This design comes from an exercise in tuning for a short achievable clock period on the open sky130 flow, not from production work.
Function was checked by simulation only, so behaviour that the tests miss may differ from the original.
No activity file was given, so power comes from the tool's default toggle rates.

==> design.v <==
module fstc (
    input  wire        clk,
    input  wire        rst,
    input  wire        start,
    input  wire        tick,
    input  wire        rsp_valid,
    input  wire [1:0]  rsp_kind,
    input  wire [7:0]  rsp_b0,
    input  wire [7:0]  rsp_b1,
    output reg         rd_req,
    output wire [1:0]  rd_len,
    output wire        busy,
    output wire        valid,
    output wire        failed,
    output wire [2:0]  err,
    output wire [15:0] sr0,
    output wire [15:0] sr1,
    output wire [15:0] sr2,
    output wire [15:0] sr3,
    output wire [15:0] sr4,
    output wire [15:0] sr5,
    output wire [15:0] sr6,
    output wire [15:0] sr7,
    output wire [15:0] sr8,
    output wire [15:0] sr9,
    output wire [15:0] sr10,
    output wire [15:0] sr11,
    output wire [15:0] sr12,
    output wire [15:0] sr13,
    output wire [15:0] sr14,
    output wire [15:0] sr15
);
    localparam [15:0] T_LIMIT     = 16'd5000;
    localparam [15:0] ELAPSED_MAX = 16'hFFFF;
    localparam [15:0] PAYLOAD_LEN = 16'd28;
    localparam [4:0]  CK_OFF      = 5'd26;
    localparam [2:0] PH_IDLE    = 3'd0;
    localparam [2:0] PH_SEARCH  = 3'd1;
    localparam [2:0] PH_LENGTH  = 3'd2;
    localparam [2:0] PH_PAYLOAD = 3'd3;
    localparam [2:0] PH_DONE    = 3'd4;
    localparam [2:0] PH_FAIL    = 3'd5;
    localparam [2:0] ERR_NONE     = 3'd0;
    localparam [2:0] ERR_RECEIVE  = 3'd1;
    localparam [2:0] ERR_TIMEOUT  = 3'd2;
    localparam [2:0] ERR_UNEXPECT = 3'd3;
    localparam [2:0] ERR_CHECKSUM = 3'd4;
    localparam [1:0] K_N0  = 2'd0;
    localparam [1:0] K_N1  = 2'd1;
    localparam [1:0] K_N2  = 2'd2;
    localparam [1:0] K_ERR = 2'd3;
    reg [2:0]   phase_q;
    reg [4:0]   idx_q;
    reg         req_q;
    reg [15:0]  elapsed_q;
    reg [15:0]  cks_q;
    reg [15:0]  cks_exp_q;
    reg [2:0]   err_q;
    reg [223:0] buf_q;           
    reg [2:0]  phase_n;
    reg [4:0]  idx_n;
    reg        req_n;
    reg [15:0] elapsed_n;
    reg [15:0] cks_n;
    reg [15:0] cks_exp_n;
    reg [2:0]  err_n;
    reg        buf_wr;           
    reg        buf_clr;          
    reg [7:0]  p0, p1;           
    reg        busy_q_w;
    reg        busy_n_w;
    always @* begin
        phase_n   = phase_q;
        idx_n     = idx_q;
        req_n     = req_q;
        elapsed_n = elapsed_q;
        cks_n     = cks_q;
        cks_exp_n = cks_exp_q;
        err_n     = err_q;
        buf_wr    = 1'b0;
        buf_clr   = 1'b0;
        rd_req    = 1'b0;
        p0 = rsp_b0;
        p1 = (rsp_kind == K_N2) ? rsp_b1 : 8'h00;
        busy_q_w = (phase_q == PH_SEARCH) || (phase_q == PH_LENGTH) ||
                   (phase_q == PH_PAYLOAD);
        if (tick && busy_q_w && elapsed_q != ELAPSED_MAX)
            elapsed_n = elapsed_q + 16'd1;
        if (rsp_valid && req_q) begin
            req_n = 1'b0;
            if (rsp_kind == K_ERR) begin
                phase_n = PH_FAIL;
                err_n   = ERR_RECEIVE;
            end else if (rsp_kind != K_N0) begin
                case (phase_q)
                    PH_SEARCH: begin
                        if (p0 == 8'h42 && p1 == 8'h4D) begin
                            cks_n   = cks_q + 16'h0042 + 16'h004D;
                            phase_n = PH_LENGTH;
                        end
                    end
                    PH_LENGTH: begin
                        cks_n = cks_q + {8'h00, p0} + {8'h00, p1};
                        if ({p0, p1} == PAYLOAD_LEN) begin
                            phase_n = PH_PAYLOAD;
                        end else begin
                            phase_n = PH_FAIL;
                            err_n   = ERR_UNEXPECT;
                        end
                    end
                    PH_PAYLOAD: begin
                        buf_wr = 1'b1;
                        if (idx_q < CK_OFF)
                            cks_n = cks_q + {8'h00, p0} + {8'h00, p1};
                        idx_n = idx_q + 5'd2;
                        if (idx_q == CK_OFF) begin
                            cks_exp_n = {p0, p1};
                            if ({p0, p1} == cks_q) begin
                                phase_n = PH_DONE;
                            end else begin
                                phase_n = PH_FAIL;
                                err_n   = ERR_CHECKSUM;
                            end
                        end
                    end
                    default: ;
                endcase
            end
        end
        busy_n_w = (phase_n == PH_SEARCH) || (phase_n == PH_LENGTH) ||
                   (phase_n == PH_PAYLOAD);
        if (start && !busy_n_w) begin
            phase_n   = PH_SEARCH;
            idx_n     = 5'd0;
            req_n     = 1'b0;
            elapsed_n = 16'd0;
            cks_n     = 16'd0;
            cks_exp_n = 16'd0;
            err_n     = ERR_NONE;
            buf_wr    = 1'b0;
            buf_clr   = 1'b1;
        end
        busy_n_w = (phase_n == PH_SEARCH) || (phase_n == PH_LENGTH) ||
                   (phase_n == PH_PAYLOAD);
        if (busy_n_w && !req_n) begin
            if (elapsed_n > T_LIMIT) begin
                phase_n = PH_FAIL;
                err_n   = ERR_TIMEOUT;
            end else begin
                req_n  = 1'b1;
                rd_req = 1'b1;
            end
        end
        if (rst)
            rd_req = 1'b0;
    end
    always @(posedge clk) begin
        if (rst) begin
            phase_q   <= PH_IDLE;
            idx_q     <= 5'd0;
            req_q     <= 1'b0;
            elapsed_q <= 16'd0;
            cks_q     <= 16'd0;
            cks_exp_q <= 16'd0;
            err_q     <= ERR_NONE;
        end else begin
            phase_q   <= phase_n;
            idx_q     <= idx_n;
            req_q     <= req_n;
            elapsed_q <= elapsed_n;
            cks_q     <= cks_n;
            cks_exp_q <= cks_exp_n;
            err_q     <= err_n;
        end
    end
    integer i;
    always @(posedge clk) begin
        for (i = 0; i < 28; i = i + 1) begin
            if (rst || buf_clr)
                buf_q[8*i +: 8] <= 8'h00;
            else if (buf_wr && idx_q == i[4:0])
                buf_q[8*i +: 8] <= p0;
            else if (buf_wr && idx_q + 5'd1 == i[4:0])
                buf_q[8*i +: 8] <= p1;
        end
    end
    assign rd_len = 2'd2;
    assign busy   = (phase_q == PH_SEARCH) || (phase_q == PH_LENGTH) ||
                    (phase_q == PH_PAYLOAD);
    assign valid  = (phase_q == PH_DONE);
    assign failed = (phase_q == PH_FAIL);
    assign err    = err_q;
    assign sr0 = {3'b000, idx_q, valid, err_q, req_q, phase_q};
    assign sr1 = cks_q;
    assign sr2 = cks_exp_q;
    assign sr3 = elapsed_q;
    wire [15:0] field [0:11];
    genvar k;
    generate
        for (k = 0; k < 12; k = k + 1) begin : g_field
            assign field[k] = valid ? {buf_q[8*(2*k) +: 8], buf_q[8*(2*k+1) +: 8]}
                                    : 16'h0000;
        end
    endgenerate
    assign sr4  = field[0];
    assign sr5  = field[1];
    assign sr6  = field[2];
    assign sr7  = field[3];
    assign sr8  = field[4];
    assign sr9  = field[5];
    assign sr10 = field[6];
    assign sr11 = field[7];
    assign sr12 = field[8];
    assign sr13 = field[9];
    assign sr14 = field[10];
    assign sr15 = field[11];
endmodule
==> run.sh <==
#!/bin/bash
# synth_recipe.tcl (not shown) runs the flow's synth.tcl, then flattens the netlist and writes it again
# the make line also repeats each setting of config.mk as NAME=value (left out here)
make -C /OpenROAD-flow-scripts/flow DESIGN_CONFIG=/design/flow/config.mk WORK_HOME=/design/flow/orfs CLKGATE_MAP_FILE= SYNTH_SCRIPT=/design/flow/synth_recipe.tcl finish
==> config.mk <==
export PLATFORM = sky130hd
export DESIGN_NAME = fstc
export DESIGN_NICKNAME = fstc
export VERILOG_FILES = /design/flow/design.v
export SDC_FILE = /design/flow/constraint.sdc
export NUM_CORES = 4
export LEC_CHECK = 0
export CAP_MARGIN = 20
export CORE_MARGIN = 2
export CORE_UTILIZATION = 40
export PLACE_DENSITY = 0.6
export SLEW_MARGIN = 20
==> constraint.sdc <==
create_clock -name core_clock -period 6.5 [get_ports {clk}]
set_input_delay 1.3000 -clock core_clock [delete_from_list [all_inputs] [get_ports {clk}]]
set_output_delay 1.3000 -clock core_clock [all_outputs]
set_load 0.01 [all_outputs]
==> summary.txt <==
* Layout cells sized above 1 at about 5.2%
* # IOs at ~290
* Yosys top cell area share at a little over 40%
* Max Clock Freq at ~170 MHz
* Clock root cell: clkbuf_16
* Synth Area per Inst at between 7 and 8 sq um
* Gate Count Post-Synth at roughly 1,600
* Routed WL at 40.3 mm
* Crit share post-route at ~93%
* Routability cong. at 0.934
* Post_cts resized at 0
* Drt via density at between 5 and 6
* Remaining DRCs at 0
* Setup CP Type: in -> out
* Peak supply drop at 197 uV
* Synth top area cells: dfxtp_1, and2_1, a21oi_1
* Number of diodes at 0
* Register area share after synthesis at about two fifths
* Worst hold-check path type: reg -> reg
* Area leader, netlist: dfxtp_1
* Total CTS buffers at 29
* Vias in the first global route at approximately 11,000
* Post-layout min period at between 6 and 7 ns
* WL/cell at 18.0 microns
* Die height at 179 microns
* All-Layer GR Usage at 24.7%
* Worst Setup Start Kind: input pin
* Clock skew at 0.0143 ns
* Reg2Reg Setup Slack at around 3 ns
* Starting DRT DRC Count at 800
* CTS tree: done
* Crit path launch: rsp_kind[0]
* Hold Path Stages at 2
* Main synth FF type: dfxtp_1
* Final number of max-transition violations at 0
* Slew @ Worst Pin at approximately 0.96 ns
* Unique masters post-synth at 70
* Crit Path Max Fanout at 13
* Post-synth ARST share at 0%
* Antenna Violating Nets Remaining at 0
* Maxcap violations at 0
* Vias after detailed routing at between 10,000 and 15,000
* Clock latency (worst-skew pair) at 0.55 ns
* Top-count cell post-synth: dfxtp_1
* Hpwl dp at 26.3 mm
* Pleak at 5.56 nW
* Clock buffer depth at 3
* RSZ-0062 raised after global routing: no
* Core ar. at 0.0299 sq mm
* Grt ovf at 0
* Final hold vios at 0
* Synth Area in Compound Gates at 14.4%
* Total iterations of the first detailed-routing run at 5
* H-tree depth at 1
* Synth cell count leaders: dfxtp_1, nor2_1, a21oi_1
* Arr. time, crit path at 4.75 ns
* Initial Util at approximately two fifths
* Worst hold endpoint: buf_q[151]$_SDFFE_PP0P_
* Area growth syn-to-layout at 32.5%
* Synthesized cell area at ~0.012 sq mm
* Critical Path Sink Type: output port
* Yosys reg bits at 251
* Clock edge transition at the registers on the reported setup and hold paths at 0.06 ns
* Synth Area in XOR/XNOR at under 10%
* IO buf count at roughly 280
* Adder-Cell Fraction of Synth Area at 3.09%
* Worst EP required at between 5 and 6 ns
* Largest net degree at the start of global routing at ~200
* Number of cells on the worst reg-to-reg path at 8
* Fillers at just under 3,000
* Setup TNS at 0 ns
* EDFF count, synth at 0
* Outcome: no timing/DRC/antenna violations
* Relative slew slack at between 30% and 40%
* Mux contribution to synthesized area at 0.379%
* RR Endpoint: cks_q[6]$_SDFFE_PP0P_
* Hold_sp: buf_q[151]$_SDFFE_PP0P_
* Post-CTS Setup Bufs at 0
* Reg2reg start: phase_q[1]$_SDFF_PP0_
* Setup WS pre-CTS at ~0.51 ns
* Global-route wire length before repair at a little over 60 mm
* Simple-gate share of the synthesized area at 32.6%
* Cell Pwr Density at between 200 and 250 mW/mm^2
* Site row count at 63
* Main combinational cell family by area after synthesis: simple AND/OR/NAND/NOR gates
* Final setup fails at 0
* Initial antenna violation count at 0
* Clk sinks at around 250
* Total Nets Final at between 1,500 and 2,000
* Die X at around 180 microns
* Syn. warnings at 1
* Die area at between 0.03 and 0.04 sq mm
* Final setup margin at between 0.4 and 0.5 ns
* Cts hold-fix bufs at 0
stage by stage:
step / total power (W) / hold WS [ns] / cell area (sq um) / util (%) / instances
2_1_floorplan: 0.00170 / 0.432 / 12200 / - / 1618
3_3_place_gp: 0.00178 / 0.438 / 15200 / 51.0 / 2181
3_5_place_dp: 0.00178 / 0.442 / 15200 / 51.0 / 2181
4_1_cts: 0.00340 / 0.450 / 16200 / 54.2 / 2232
5_1_grt: 0.00347 / 0.464 / 16200 / 54.2 / 2232
6_report: 0.00336 / 0.449 / 16200 / 54.2 / 2232
worst max path at each step:
stage          slack, ns  cells past startpoint      to
4_1_cts             0.50                     12  rd_req
3_3_place_gp        0.57                     10  rd_req
2_1_floorplan       1.78                      9  rd_req
3_5_place_dp        0.51                     10  rd_req
6_report            0.45                     12  rd_req
5_1_grt             0.14                     12  rd_req
metal layers:
| metal | part of all wire (%) | global-route usage [%] | up-vias | wire length, microns |
|---|---|---|---|---|
| met5 | 0 | 0 | - | 0 |
| met4 | 2.0 | 5.49 | 0 | 825 |
| met3 | 7.1 | 6.11 | 52 | 2850 |
| met2 | 47 | 41.1 | 321 | 18800 |
| met1 | 44 | 32.4 | 5419 | 17800 |
| li1 | - | - | 5705 | - |
where the power goes:
group / total (W) / switching, W / leakage (nW) / internal, W
logic: 0.000204 / 0.000140 / 3.07 / 0.0000647
clock network: 0.00161 / 0.000650 / 0.468 / 0.000964
registers: 0.00155 / 0.00000542 / 2.02 / 0.00154
worst max-delay path, cell delays in order:
cell and delay [ns]:
clkdlybuf4s50_1 0.56, and2b_1 0.51, nand2_1 0.13, inv_1 0.12, nand4_1 0.23, o31ai_1 0.38
a31oi_1 0.17, nor2_1 0.23, o31a_1 0.29, nand3_1 0.09, a21oi_1 0.17, clkdlybuf4s50_1 0.55
layout make-up:
class	count	area, sq um	area share, %
clock buffer	40	827	5.11
clock inverter	11	119	0.735
multi-input combinational	1201	6520	40.3
tap	390	488	3.02
inverter	29	109	0.673
timing repair buffer	310	3090	19.1
sequential	251	5020	31.1
registers in the layout, summed over array words and instances, names as in the netlist:
register,flops
idx_q,4
elapsed_q,16
phase_q,3
cks_exp_q,16
req_q,1
cks_q,16
err_q,3
buf_q,192
cells in the final DEF (no fill, tap or decap), drive strengths merged, types with 8 or more instances in the layout:
cell / instances
inv: 31
xnor2: 17
clkdlybuf4s50: 281
buf: 29
nor3: 19
nor3b: 13
a21oi: 235
clkbuf: 40
or3: 8
dfxtp: 251
nand3: 73
nor4: 8
nand2: 205
o21ai: 27
a31oi: 10
and2: 203
fa: 9
xor2: 17
ha: 15
nor2: 246
cells by family after synthesis:
kind of cell    Yosys count
compound gates          316
xor+xnor                 34
fa+ha+maj                25
buf+inv                 166
flops                   251
mux                       4
other cells               2
simple gates            816

[re-timing with driven ports]
Ports are ideal in the flow. The routed layout listed here was re-timed in OpenROAD.
Step 1, drivers: a clkbuf_16 drives clk and a buf_2 each remaining input, both assumed.
Step 2 also shifts input and output timing later by t, the mid clock arrival at the registers, as if the neighbouring blocks saw the same clock.
Three values: ideal, step 1, step 2; two values: the first two.
t, ns: 0.591
slack for setup (ns): 0.449 / 0.425 / 0.425
clock arrival spread, ns: 0.017 / 0.017
slew at the worst register clock pin (ns): 0.06 / 0.06
worst data-port slew with drivers (ns): 0.06
After both steps setup and hold are still met in this run. For this run, drivers alone change the setup slack by -0.024 ns; drivers and shift together by -0.024 ns.
